This is an optimization exercise on Yosys and OpenROAD, whose aim is small area, a short achievable clock period and few clock cycles per item, not a production implementation.
Function was checked by simulation only, so behaviour that the tests miss may differ from the original.
Power is estimated from default activity; no workload was simulated.

Setup of run A:
==> flow/design.v (excerpt) <==
module wacs_locate (
    input  wire        clk,
    input  wire        rst,
    input  wire        cmd_valid,
    output wire        cmd_ready,
    input  wire [8:0]  cmd_kb,
    input  wire [15:0] cmd_len,
    input  wire        s_valid,
    output wire        s_ready,
    input  wire [63:0] s_phase,
    input  wire [63:0] s_mask,
    output reg         res_valid,
    output wire [1:0]  res_code,
    output wire [15:0] res_k0,
    output wire [15:0] res_first,
    output wire [15:0] res_peak
);
clock: 11.0 ns
lec_check: 0
cap_margin: 20
core_margin: 2
core_utilization: 40
cts_cluster_diameter: 70
cts_cluster_size: 25
slew_margin: 20
standard.sh (not shown) runs the stock make flow with config.mk's settings and CLKGATE_MAP_FILE= SYNTH_SCRIPT=/design/flow/synth_recipe.tcl, a recipe that flattens the netlist after the stock synthesis.
==> flow/flow/run.sh <==
#!/bin/bash
# Standard layout, with timing repair aimed below the clock period and
# minimum-size port buffers (timing repair resizes the ones that matter).
set -euo pipefail
bash standard.sh finish SETUP_SLACK_MARGIN=7.6 \
    "BUFFER_PORTS_ARGS=-buffer_cell sky130_fd_sc_hd__buf_1" > make_finish.log 2>&1
Run A finished every step from synthesis to the final layout, and the layout passed the timing, DRC and antenna checks.
Testbench counts of run A, summed over its fixed seeds: cycles 134,876, items 134,660.
Changes in run B relative to run A:
- setting PLACE_DENSITY to 0.85 for the first time
- changing CORE_UTILIZATION from 40 to 65
==> comparison <==
| total met2 wirelength after detailed routing | higher: run B |
Run comparison: run B critical path class flop to flop; run A critical path class flop to output port
Sort run A and run B by share of the clock period used by the worst path after layout asc -> top: run A
Of the two values seen for end point of the critical path, u_corr.rd_w[6] was produced by run B and res_first[1] by run A.
On fraction of area in clock buffers and inverters: between run A and run B, it ends up higher for run A.
Run B against run A: detailed route wirelength on metal3 now larger; tap cell count down about 40%; number of buffer and inverter stages on the critical path went up 1; via count of the first global-routing pass rose 304.
Here is what was changed in the inputs of run C compared with run B.
- CORE_UTILIZATION: 65 -> 40
- PLACE_DENSITY: 0.85 -> 0.9
--- outcome ---
- Post-placement setup slack: run C vs run B, no meaningful difference
- Run C vs run B — fraction of power spent switching nets dropped 0.32 points.
- Cmp run C vs run B: routing usage on met3 lower in run C
- Maximum vdd ir drop, run C vs run B: down by a few percent
- Diff run B -> run C | total via count in the routed design | up slightly
- From run B to run C the numbers moved as follows: clock-buffer cell count saw an increase, maximum frequency rose 1.3%, number of multi-input combinational cells has remained practically unchanged, die area increased 61%.

========
wacs_locate again, from the RTL that the note above started with.
Settings: LEC_CHECK=0, CAP_MARGIN=20, CORE_MARGIN=2, CORE_UTILIZATION=40, CTS_CLUSTER_DIAMETER=70, CTS_CLUSTER_SIZE=25, PLACE_DENSITY=0.75, SLEW_MARGIN=20; clock period 11.0 ns.
==> flow/flow/run.sh <==
#!/bin/bash
# Standard layout, with timing repair aimed below the clock period and
# minimum-size port buffers (timing repair resizes the ones that matter).
set -euo pipefail
bash standard.sh finish SETUP_SLACK_MARGIN=7.72 \
    "BUFFER_PORTS_ARGS=-buffer_cell sky130_fd_sc_hd__buf_1" > make_finish.log 2>&1
Testbench counts at the start, summed over its fixed seeds: cycles 134,876, items 134,660.
Next try:
==> flow/flow/run.sh (replaced) <==
#!/bin/bash
# Standard layout, with timing repair aimed below the clock period and
# minimum-size port buffers (timing repair resizes the ones that matter).
set -euo pipefail
bash standard.sh finish SETUP_SLACK_MARGIN=7.6 \
    "BUFFER_PORTS_ARGS=-buffer_cell sky130_fd_sc_hd__buf_1" > make_finish.log 2>&1
--- a/flow/config.mk
+++ b/flow/config.mk
@@ -8,7 +8,6 @@
 export CAP_MARGIN = 20
 export CORE_MARGIN = 2
-export CORE_UTILIZATION = 40
+export CORE_UTILIZATION = 65
 export CTS_CLUSTER_DIAMETER = 70
 export CTS_CLUSTER_SIZE = 25
-export PLACE_DENSITY = 0.75
 export SLEW_MARGIN = 20
Outcome:
- power hardly moves
- core utilization increases by 26 points
- area after synthesis stays the same
- sequential share of layout area climbs by 2.1 points

========
== run 1 ==
Starting RTL as in the previous note.
==> flow/config.mk <==
export PLATFORM = sky130hd
export DESIGN_NAME = wacs_locate
export DESIGN_NICKNAME = wacs_locate
export VERILOG_FILES = /design/flow/design.v
export SDC_FILE = /design/flow/constraint.sdc
export NUM_CORES = 4
export LEC_CHECK = 0
export CAP_MARGIN = 20
export CORE_MARGIN = 2
export CORE_UTILIZATION = 40
export CTS_CLUSTER_DIAMETER = 70
export CTS_CLUSTER_SIZE = 25
export PLACE_DENSITY = 0.75
export SLEW_MARGIN = 20
==> flow/constraint.sdc <==
create_clock -name core_clock -period 11.0 [get_ports {clk}]
set_input_delay 2.2000 -clock core_clock [delete_from_list [all_inputs] [get_ports {clk}]]
set_output_delay 2.2000 -clock core_clock [all_outputs]
set_load 0.01 [all_outputs]
==> flow/flow/run.sh <==
#!/bin/bash
# Standard layout, with timing repair aimed below the clock period and
# minimum-size port buffers (timing repair resizes the ones that matter).
set -euo pipefail
bash standard.sh finish SETUP_SLACK_MARGIN=7.66 \
    "BUFFER_PORTS_ARGS=-buffer_cell sky130_fd_sc_hd__buf_1" > make_finish.log 2>&1
Testbench counts of run 1, summed over its fixed seeds: cycles 134,876, items 134,660.
--- input diff run 1..run 2 ---
--- a/flow/flow/run.sh
+++ b/flow/flow/run.sh
@@ -4,3 +4,3 @@
 set -euo pipefail
-bash standard.sh finish SETUP_SLACK_MARGIN=7.66 \
+bash standard.sh finish SETUP_SLACK_MARGIN=7.6 \
     "BUFFER_PORTS_ARGS=-buffer_cell sky130_fd_sc_hd__buf_1" > make_finish.log 2>&1
Results
- Result for run 1 and run 2: all clean
- Final instance count without filler cells of run 2 is on par with run 1.
- From run 1 to run 2 the numbers moved as follows: full die area did not really move, routed length on met2 shrank by 2.8%.

========
Another version of the RTL of wacs_locate (not shown whole).
For scale: roughly 1800 cells after synthesis, about 210 I/O pins.
==> flow/config.mk <==
export PLATFORM = sky130hd
export DESIGN_NAME = wacs_locate
export DESIGN_NICKNAME = wacs_locate
export VERILOG_FILES = /design/flow/design.v
export SDC_FILE = /design/flow/constraint.sdc
export NUM_CORES = 4
export LEC_CHECK = 0
export CAP_MARGIN = 20
export CORE_MARGIN = 2
export CORE_UTILIZATION = 40
export SLEW_MARGIN = 20
==> flow/constraint.sdc <==
create_clock -name core_clock -period 11.0 [get_ports {clk}]
set_input_delay 2.2000 -clock core_clock [delete_from_list [all_inputs] [get_ports {clk}]]
set_output_delay 2.2000 -clock core_clock [all_outputs]
set_load 0.01 [all_outputs]
==> flow/flow/run.sh <==
#!/bin/bash
# Standard layout, with timing repair aimed below the clock period,
# minimum-size port buffers (timing repair resizes the ones that matter) and
# a clock tree of clkbuf_8 leaves under a clkbuf_16 root.
set -euo pipefail
bash standard.sh finish SETUP_SLACK_MARGIN=7.6 \
    "BUFFER_PORTS_ARGS=-buffer_cell sky130_fd_sc_hd__buf_1" \
    "CTS_ARGS=-sink_clustering_enable -repair_clock_nets -sink_clustering_size 16 -sink_clustering_max_diameter 50 -buf_list sky130_fd_sc_hd__clkbuf_8 -root_buf sky130_fd_sc_hd__clkbuf_16" \
    > make_finish.log 2>&1
Testbench counts at the start, summed over its fixed seeds: cycles 134,876, items 134,660.
Next try:
==> flow/flow/run.sh (replaced) <==
#!/bin/bash
# Standard layout, with timing repair aimed below the clock period and
# buf_2 port buffers.
set -euo pipefail
bash standard.sh finish SETUP_SLACK_MARGIN=7.6 \
    "BUFFER_PORTS_ARGS=-buffer_cell sky130_fd_sc_hd__buf_2" > make_finish.log 2>&1
CTS_CLUSTER_DIAMETER = 70   (was default)
CTS_CLUSTER_SIZE = 25   (was default)
Outcome: Sequential power is about the same. Non-clock buffer count does not change. Final cell count goes down slightly. Flip-flop and latch count stays the same. Power hardly moves. Clock skew goes up by 0.0066 ns. Critical path depth is unchanged. Routed wire length goes down slightly. Hold slack loses 0.0040 ns. Count of clock-buffer cells in the layout goes down by 17. Die area is unchanged.
Next try:
==> flow/flow/run.sh (replaced) <==
#!/bin/bash
# Standard layout, with timing repair aimed below the clock period and
# minimum-size port buffers (timing repair resizes the ones that matter).
set -euo pipefail
bash standard.sh finish SETUP_SLACK_MARGIN=7.6 \
    "BUFFER_PORTS_ARGS=-buffer_cell sky130_fd_sc_hd__buf_1" > make_finish.log 2>&1
Outcome: Cell count hardly moves; total power falls by about 0.34%; worst setup slack gains 0.0044 ns; design area fell by 0.85%.
Next try:
CORE_UTILIZATION = 55   (was 40)
Result: Via count stays flat; wire length is lower by 2.6%; global-route usage grows by 5.3 points.

========
wacs_locate again, from the RTL that the note above started with.
export LEC_CHECK = 0
export CAP_MARGIN = 20
export CORE_MARGIN = 2
export CORE_UTILIZATION = 40
export CTS_CLUSTER_DIAMETER = 60
export CTS_CLUSTER_SIZE = 20
export SLEW_MARGIN = 20
create_clock -name core_clock -period 11.0 [get_ports {clk}]
==> flow/flow/run.sh <==
#!/bin/bash
# Standard layout, with timing repair aimed below the clock period and
# minimum-size port buffers (timing repair resizes the ones that matter).
set -euo pipefail
bash standard.sh finish SETUP_SLACK_MARGIN=7.6 \
    "BUFFER_PORTS_ARGS=-buffer_cell sky130_fd_sc_hd__buf_1" > make_finish.log 2>&1
Testbench counts at the start, summed over its fixed seeds: cycles 134,876, items 134,660.
Edit:
==> flow/flow/run.sh (replaced) <==
#!/bin/bash
# Standard layout, with timing repair aimed below the clock period,
# minimum-size input buffers and buf_4 output buffers.
set -euo pipefail
bash standard.sh finish SETUP_SLACK_MARGIN=7.6 \
    "BUFFER_PORTS_ARGS=-inputs -buffer_cell sky130_fd_sc_hd__buf_1" \
    "POST_GLOBAL_PLACE_TCL=$PWD/flow/outbuf.tcl" > make_finish.log 2>&1
==> flow/flow/outbuf.tcl (new file) <==
# After global placement: a buffer on every output port (the inputs got
# theirs before placement).
buffer_ports -outputs -buffer_cell sky130_fd_sc_hd__buf_4
CTS_CLUSTER_DIAMETER = 70   (was 60)
CTS_CLUSTER_SIZE = 25   (was 20)
Global-route usage hardly moves. Clock power is lower by about 9%. Final cell count is lower by about 0.56%. Sequential cell count stays the same. Utilization stays flat. Power drops by 3.4%.
Edit:
==> flow/flow/run.sh (replaced) <==
#!/bin/bash
# Standard layout, with timing repair aimed below the clock period,
# minimum-size port buffers (timing repair resizes the ones that matter) and
# a clock tree of clkbuf_8 leaves under a clkbuf_16 root.
set -euo pipefail
bash standard.sh finish SETUP_SLACK_MARGIN=7.6 \
    "BUFFER_PORTS_ARGS=-buffer_cell sky130_fd_sc_hd__buf_1" \
    "CTS_ARGS=-sink_clustering_enable -repair_clock_nets -sink_clustering_size 20 -sink_clustering_max_diameter 60 -buf_list sky130_fd_sc_hd__clkbuf_8 -root_buf sky130_fd_sc_hd__clkbuf_16" \
    > make_finish.log 2>&1
CTS_CLUSTER_DIAMETER = unset   (was 70)
CTS_CLUSTER_SIZE = unset   (was 25)
removed: flow/flow/outbuf.tcl
After rerunning:
- final area came out lower slightly
- maximum frequency went down slightly
- global-route usage is about the same
- critical path depth is unchanged
- sequential share of layout area rose by 0.89 points
- flip-flop and latch count is unchanged
- worst setup slack gets worse by 0.017 ns
Edit:
==> flow/flow/run.sh (replaced) <==
#!/bin/bash
# Standard layout, with timing repair aimed below the clock period and
# minimum-size port buffers (timing repair resizes the ones that matter).
set -euo pipefail
bash standard.sh finish SETUP_SLACK_MARGIN=7.8 \
    "BUFFER_PORTS_ARGS=-buffer_cell sky130_fd_sc_hd__buf_1" > make_finish.log 2>&1
CTS_CLUSTER_DIAMETER = 70   (was unset)
CTS_CLUSTER_SIZE = 25   (was unset)
The new run passed the timing, DRC and antenna checks.
Fmax came out higher by 1.4%.
Via count came out higher by 0.47%.
Clock power barely changes.

## port drivers added, routing unchanged
No port has a modelled driver above. Below, the same layouts with a new extraction and two added sets of constraints. Step 1, drivers: a clkbuf_16 drives clk and a buf_2 each remaining input, both assumed. Step 2, shift: input delay + t, output delay - t, t = (earliest + latest rising clock arrival at the registers) / 2. This alone moves slack from input paths to output paths. Slacks: no drivers / after step 1 / after step 2; pairs: no drivers / after step 1.
run	t (ns)	setup slack, ns	worst register clock-pin slew, ns	worst data-port slew with drivers (ns)
run A	0.641	7.628 / 7.562 / 7.220	0.10 / 0.10	0.06
run B	0.657	7.601 / 7.563 / 7.277	0.10 / 0.10	0.08
run C	0.640	7.645 / 7.591 / 7.280	0.10 / 0.10	0.11
the first run of note 2	0.661	7.599 / 7.567 / 7.371	0.10 / 0.10	0.07
the second run of note 2	0.673	7.620 / 7.568 / 7.210	0.10 / 0.10	0.12
run 1	0.619	7.686 / 7.630 / 7.361	0.09 / 0.09	0.07
run 2	0.667	7.638 / 7.578 / 7.353	0.10 / 0.10	0.06
the first run of note 4	0.627	7.652 / 7.596 / 7.211	0.10 / 0.10	0.07
the second run of note 4	0.625	7.655 / 7.598 / 7.286	0.10 / 0.10	0.07
the third run of note 4	0.633	7.659 / 7.601 / 7.224	0.10 / 0.10	0.07
the fourth run of note 4	0.617	7.644 / 7.585 / 7.268	0.09 / 0.09	0.06
the first run of note 5	0.645	7.650 / 7.594 / 7.227	0.08 / 0.08	0.08
the second run of note 5	0.629	7.672 / 7.613 / 7.289	0.10 / 0.10	0.07
the third run of note 5	0.626	7.655 / 7.597 / 7.214	0.12 / 0.12	0.07
the fourth run of note 5	0.622	7.700 / 7.639 / 7.271	0.10 / 0.10	0.09
After both steps setup and hold are still met in every run listed.
